This design comes from an exercise in tuning for small area on the open sky130 flow, not from production work. RTL that was checked went through simulation tests only; none was proved equivalent to the original. Power is estimated from default activity; no workload was simulated.

the previous run:
==> flow/design.v <==
module ircore_tx (
    input  wire        clk,
    input  wire        rst,             
    input  wire        enq_valid,       
    input  wire        enq_rc6,         
    input  wire [2:0]  enq_mode,        
    input  wire [7:0]  enq_a,           
    input  wire [7:0]  enq_b,           
    output wire        enq_ready,       
    output wire        tx,              
    output wire        tx_idle          
);
    reg  [19:0] q [0:8];
    wire [8:0]  v;              
    wire [8:0]  fr;             
    wire [8:0]  ld;             
    wire [8:0]  kp;             
    wire        pop;            
    genvar gi;
    generate
        for (gi = 0; gi < 9; gi = gi + 1) begin : g_v
            assign v[gi] = q[gi][19] | q[gi][16];
        end
    endgenerate
    assign fr[8] = ~v[8] | pop;
    assign kp[8] = ~pop & ~rst;
    generate
        for (gi = 0; gi < 8; gi = gi + 1) begin : g_fr
            assign fr[gi] = ~v[gi] | fr[gi + 1];
            assign kp[gi] = ~fr[gi + 1] & ~rst;
        end
    endgenerate
    assign ld = fr & {9{~rst}};
    assign enq_ready = fr[0];
    assign tx_idle   = ~|v;
    wire [19:0] in = {enq_rc6, enq_mode[2:1], ~enq_rc6 | enq_mode[0], enq_a, enq_b};
    always @(posedge clk) begin
        q[0] <= ({20{ld[0] & enq_valid}} & in) | ({20{kp[0]}} & q[0]);
    end
    generate
        for (gi = 1; gi < 9; gi = gi + 1) begin : g_q
            always @(posedge clk) begin
                q[gi] <= ({20{ld[gi]}} & q[gi - 1]) | ({20{kp[gi]}} & q[gi]);
            end
        end
    endgenerate
    wire [19:0] hd  = q[8];
    wire        rc6 = hd[19];
    reg        act;             
    reg [5:0]  n;               
    reg [1:0]  c;               
    reg [10:0] pre;             
    reg        tg;              
    wire tick = (pre == {5'b00001, rc6, 5'b00110});
    wire [7:0] src = n[4] ? hd[7:0] : hd[15:8];
    wire       sb  = src[~n[2:0]];
    wire [3:0] mt  = {tg, hd[16], hd[17], hd[18]};
    wire       b   = rc6 ? ((n[4:3] == 2'b00) ? (n[2] ? mt[n[1:0]] : 1'b1) : sb)
                         : sb ^ n[3];
    wire       w2  = (n[4:3] == 2'b00) & (n[2] | (n[1] ^ n[0]));
    wire lvl = rc6 ? ((n[4:0] == 5'd1) | (~(n[4] & n[3]) & (b ^ (w2 ? c[1] : c[0]))))
                   : (n[5] ? ~(n[2] & n[1]) : (c == 2'd0));
    wire cl   = rc6 ? w2 : (n[5] | b);
    wire send = c[0] & (c[1] == cl);
    wire fend = rc6 ? (n[4] & n[3] & n[1] & c[0]) : n[5] & ~n[4];
    assign pop = tick & fend;
    assign tx  = act & lvl;
    always @(posedge clk) begin
        pre <= (~act | tick) ? 11'b01011011001 : {pre[9:0], pre[10] ^ pre[1]};
        if (~act) begin
            n <= rc6 ? 6'd1 : 6'd58;
            c <= 2'd0;
        end else if (tick) begin
            if (send) begin
                n <= n + 6'd1;
                c <= 2'd0;
            end else begin
                c <= c + 2'd1;
            end
        end
    end
    always @(posedge clk) begin
        if (rst) begin
            act <= 1'b0;
            tg  <= 1'b0;
        end else begin
            if (~act) act <= v[8];
            else if (pop) begin
                act <= 1'b0;
                if (rc6) tg <= ~tg;
            end
        end
    end
endmodule
==> flow/config.mk <==
export PLATFORM = sky130hd
export DESIGN_NAME = ircore_tx
export DESIGN_NICKNAME = ircore_tx
export VERILOG_FILES = /design/flow/design.v
export SDC_FILE = /design/flow/constraint.sdc
export NUM_CORES = 4
export LEC_CHECK = 0
export CAP_MARGIN = 0
export CORE_MARGIN = 2
export CORE_UTILIZATION = 70
export SLEW_MARGIN = 0
==> flow/constraint.sdc <==
create_clock -name core_clock -period 10.0 [get_ports {clk}]
set_input_delay 2.0000 -clock core_clock [delete_from_list [all_inputs] [get_ports {clk}]]
set_output_delay 2.0000 -clock core_clock [all_outputs]
set_load 0.01 [all_outputs]
standard.sh (not shown) runs the stock make flow with config.mk's settings and CLKGATE_MAP_FILE= SYNTH_SCRIPT=/design/flow/synth_recipe.tcl, a recipe that flattens the netlist after the stock synthesis.
==> flow/flow/run.sh <==
#!/bin/bash
# The standard layout (standard.sh), with smaller port buffers and a clock
# tree built without dummy balancing loads.
set -euo pipefail
export BUFFER_PORTS_ARGS="-buffer_cell sky130_fd_sc_hd__buf_1"
export CTS_ARGS="-sink_clustering_enable -repair_clock_nets -buf_list sky130_fd_sc_hd__clkbuf_8 -root_buf sky130_fd_sc_hd__clkbuf_4 -sink_clustering_size 21 -sink_clustering_max_diameter 60 -dont_use_dummy_load"
bash standard.sh > standard.log 2>&1
Inputs modified between the previous run and the current run:
-- flow/design.v --
<<< the previous run, line 47
    wire [19:0] hd  = q[8];
    wire        rc6 = hd[19];
    reg        act;             
    reg [5:0]  n;               
    reg [1:0]  c;               
>>> the current run, line 47
    wire [19:0] hd  = q[8];
    wire        rc6 = hd[19];
    wire ini = fr[8];
    reg [5:0]  n;               
    reg [1:0]  c;               
<<< the previous run, line 60
    wire       w2  = (n[4:3] == 2'b00) & (n[2] | (n[1] ^ n[0]));
    wire lvl = rc6 ? ((n[4:0] == 5'd1) | (~(n[4] & n[3]) & (b ^ (w2 ? c[1] : c[0]))))
                   : (n[5] ? ~(n[2] & n[1]) : (c == 2'd0));
    wire cl   = rc6 ? w2 : (n[5] | b);
    wire send = c[0] & (c[1] == cl);
    wire fend = rc6 ? (n[4] & n[3] & n[1] & c[0]) : n[5] & ~n[4];
    assign pop = tick & fend;
    assign tx  = act & lvl;
    always @(posedge clk) begin
        pre <= (~act | tick) ? 11'b01011011001 : {pre[9:0], pre[10] ^ pre[1]};
        if (~act) begin
            n <= rc6 ? 6'd1 : 6'd58;
            c <= 2'd0;
        end else if (tick) begin
>>> the current run, line 60
    wire       w2  = (n[4:3] == 2'b00) & (n[2] | (n[1] ^ n[0]));
    wire lvl = rc6 ? ((n[4:0] == 5'd1) | (~(n[4] & n[3]) & (b ^ (w2 ? c[1] : c[0]))))
                   : ((n[5] & n[4]) ? ~(n[2] & n[1]) : (c == 2'd0));
    wire cl   = rc6 ? w2 : (n[5] | b);
    wire send = c[0] & (c[1] == cl);
    assign pop = rc6 ? (tick & n[4] & n[3] & n[1] & c[0]) : (n[5] & ~n[4] & c[0]);
    assign tx  = v[8] & lvl;
    always @(posedge clk) begin
        pre <= (ini | tick) ? 11'b01011011001 : {pre[9:0], pre[10] ^ pre[1]};
        if (ini) begin
            n <= q[7][19] ? 6'd1 : 6'd58;
            c <= 2'd0;
        end else if (tick) begin
<<< the previous run, line 81
    end
    always @(posedge clk) begin
        if (rst) begin
            act <= 1'b0;
            tg  <= 1'b0;
        end else begin
            if (~act) act <= v[8];
            else if (pop) begin
                act <= 1'b0;
                if (rc6) tg <= ~tg;
            end
        end
    end
endmodule
>>> the current run, line 80
    end
    always @(posedge clk) begin
        if (rst)
            tg <= 1'b0;
        else if (pop & rc6)
            tg <= ~tg;
    end
endmodule
--- outcome ---
The final reports for the current run and the previous run show post-place setup slack lower in the former. Going from the previous run to the current run, fraction of the cycle the final worst path needs went up 0.65 points; die span in x has decreased. Looking at transition time at the pin with the least slew margin across the current run and the previous run, the one that comes out lower is the previous run. Going from the previous run to the current run, maximum frequency shows a reduction of 1.3%; clock network fraction of total power shows an increase of 3.1 points; deepest clock path buffer count shows a reduction of 1. On number of filler cells placed in the layout: between the current run and the previous run, it ends up lower for the current run. The current run vs the previous run — synthesized cell count dropped 7. The current run vs. the previous run: met3 track demand over resource in global routing went up by 3.0 points. Changes observed in the current run relative to the previous run: proportion of power drawn by combinational gates was more or less identical; maximum ir drop on the vdd rail went down by about 15%.
For the current run, only the layout was checked, not whether the RTL still works.

* * *

Starts from the design.v that is shown in full above.
clock: 10.0 ns
lec_check: 0
cap_margin: 0
core_margin: 2
core_utilization: 40
slew_margin: 0
Scripts as last shown in full above: flow/flow/run.sh
Edit:
--- a/flow/design.v
+++ b/flow/design.v
@@ -13,34 +13,32 @@
     reg  [19:0] q [0:8];
     wire [8:0]  v;              
     wire [8:0]  fr;             
-    wire [8:0]  ld;             
-    wire [8:0]  kp;             
     wire        pop;            
     genvar gi;
     generate
         for (gi = 0; gi < 9; gi = gi + 1) begin : g_v
-            assign v[gi] = q[gi][19] | q[gi][16];
+            assign v[gi] = q[gi][19] | ~q[gi][16];
         end
     endgenerate
-    assign fr[8] = ~v[8] | pop;
-    assign kp[8] = ~pop & ~rst;
+    assign fr[8] = ~v[8] | pop | rst;
     generate
         for (gi = 0; gi < 8; gi = gi + 1) begin : g_fr
             assign fr[gi] = ~v[gi] | fr[gi + 1];
-            assign kp[gi] = ~fr[gi + 1] & ~rst;
         end
     endgenerate
-    assign ld = fr & {9{~rst}};
     assign enq_ready = fr[0];
     assign tx_idle   = ~|v;
-    wire [19:0] in = {enq_rc6, enq_mode[2:1], ~enq_rc6 | enq_mode[0], enq_a, enq_b};
+    wire [19:0] in = {enq_valid & enq_rc6 & ~rst, enq_mode[2:1],
+                      ~enq_valid | (enq_rc6 & enq_mode[0]), enq_a, enq_b};
     always @(posedge clk) begin
-        q[0] <= ({20{ld[0] & enq_valid}} & in) | ({20{kp[0]}} & q[0]);
+        if (fr[0]) q[0] <= in | {3'd0, rst, 16'd0};
     end
     generate
         for (gi = 1; gi < 9; gi = gi + 1) begin : g_q
             always @(posedge clk) begin
-                q[gi] <= ({20{ld[gi]}} & q[gi - 1]) | ({20{kp[gi]}} & q[gi]);
+                if (fr[gi])
+                    q[gi] <= {q[gi - 1][19] & ~rst, q[gi - 1][18:17],
+                              q[gi - 1][16] | rst, q[gi - 1][15:0]};
             end
         end
     endgenerate
@@ -62,8 +60,8 @@
                    : (n[5] ? ~(n[2] & n[1]) : (c == 2'd0));
     wire cl   = rc6 ? w2 : (n[5] | b);
     wire send = c[0] & (c[1] == cl);
-    wire fend = rc6 ? (n[4] & n[3] & n[1] & c[0]) : n[5] & ~n[4];
-    assign pop = tick & fend;
+    wire fend = rc6 ? ((n[4:0] == 5'd26) & c[0]) : n[5] & ~n[4];
+    assign pop = act & tick & fend;
     assign tx  = act & lvl;
     always @(posedge clk) begin
         pre <= (~act | tick) ? 11'b01011011001 : {pre[9:0], pre[10] ^ pre[1]};
Effect: The changed run finished with timing, DRC and antenna clean; sequential power rose by 17%; global-route usage fell by 4.0 points; fmax fell by 33%; cell count fell by 24%; via count fell by 34%.

## separate check: timing with driven ports
No port has a modelled driver above. Below, the same layouts with a new extraction and two added sets of constraints. Step 1, drivers: a clkbuf_16 drives clk and a buf_2 each remaining input, both assumed. Step 2 adds t to the input delays and takes it off the output delays; t is the mean of the earliest and latest rising clock arrival at the registers after step 1. Input paths then give back, and output paths get back, about the clock's delay inside the block. Three values: no drivers, after step 1, after step 2; two values: the first two.
run | t, ns | setup slack, ns | worst data-port slew with drivers (ns) | cell pins on the clock port's net
the previous run | 0.553 | 5.206 / 5.176 / 5.729 | 0.03 | 1
the current run | 0.588 | 5.142 / 5.107 / 5.695 | 0.03 | 1
the first run of note 2 | 0.574 | 5.177 / 5.144 / 5.717 | 0.03 | 1
the second run of note 2 | 0.576 | 2.797 / 2.767 / 2.767 | 0.04 | 1
After both steps setup and hold are still met in every run listed. For the second run of note 2, which loses most, drivers alone change the setup slack by -0.030 ns; drivers and shift together by -0.030 ns.
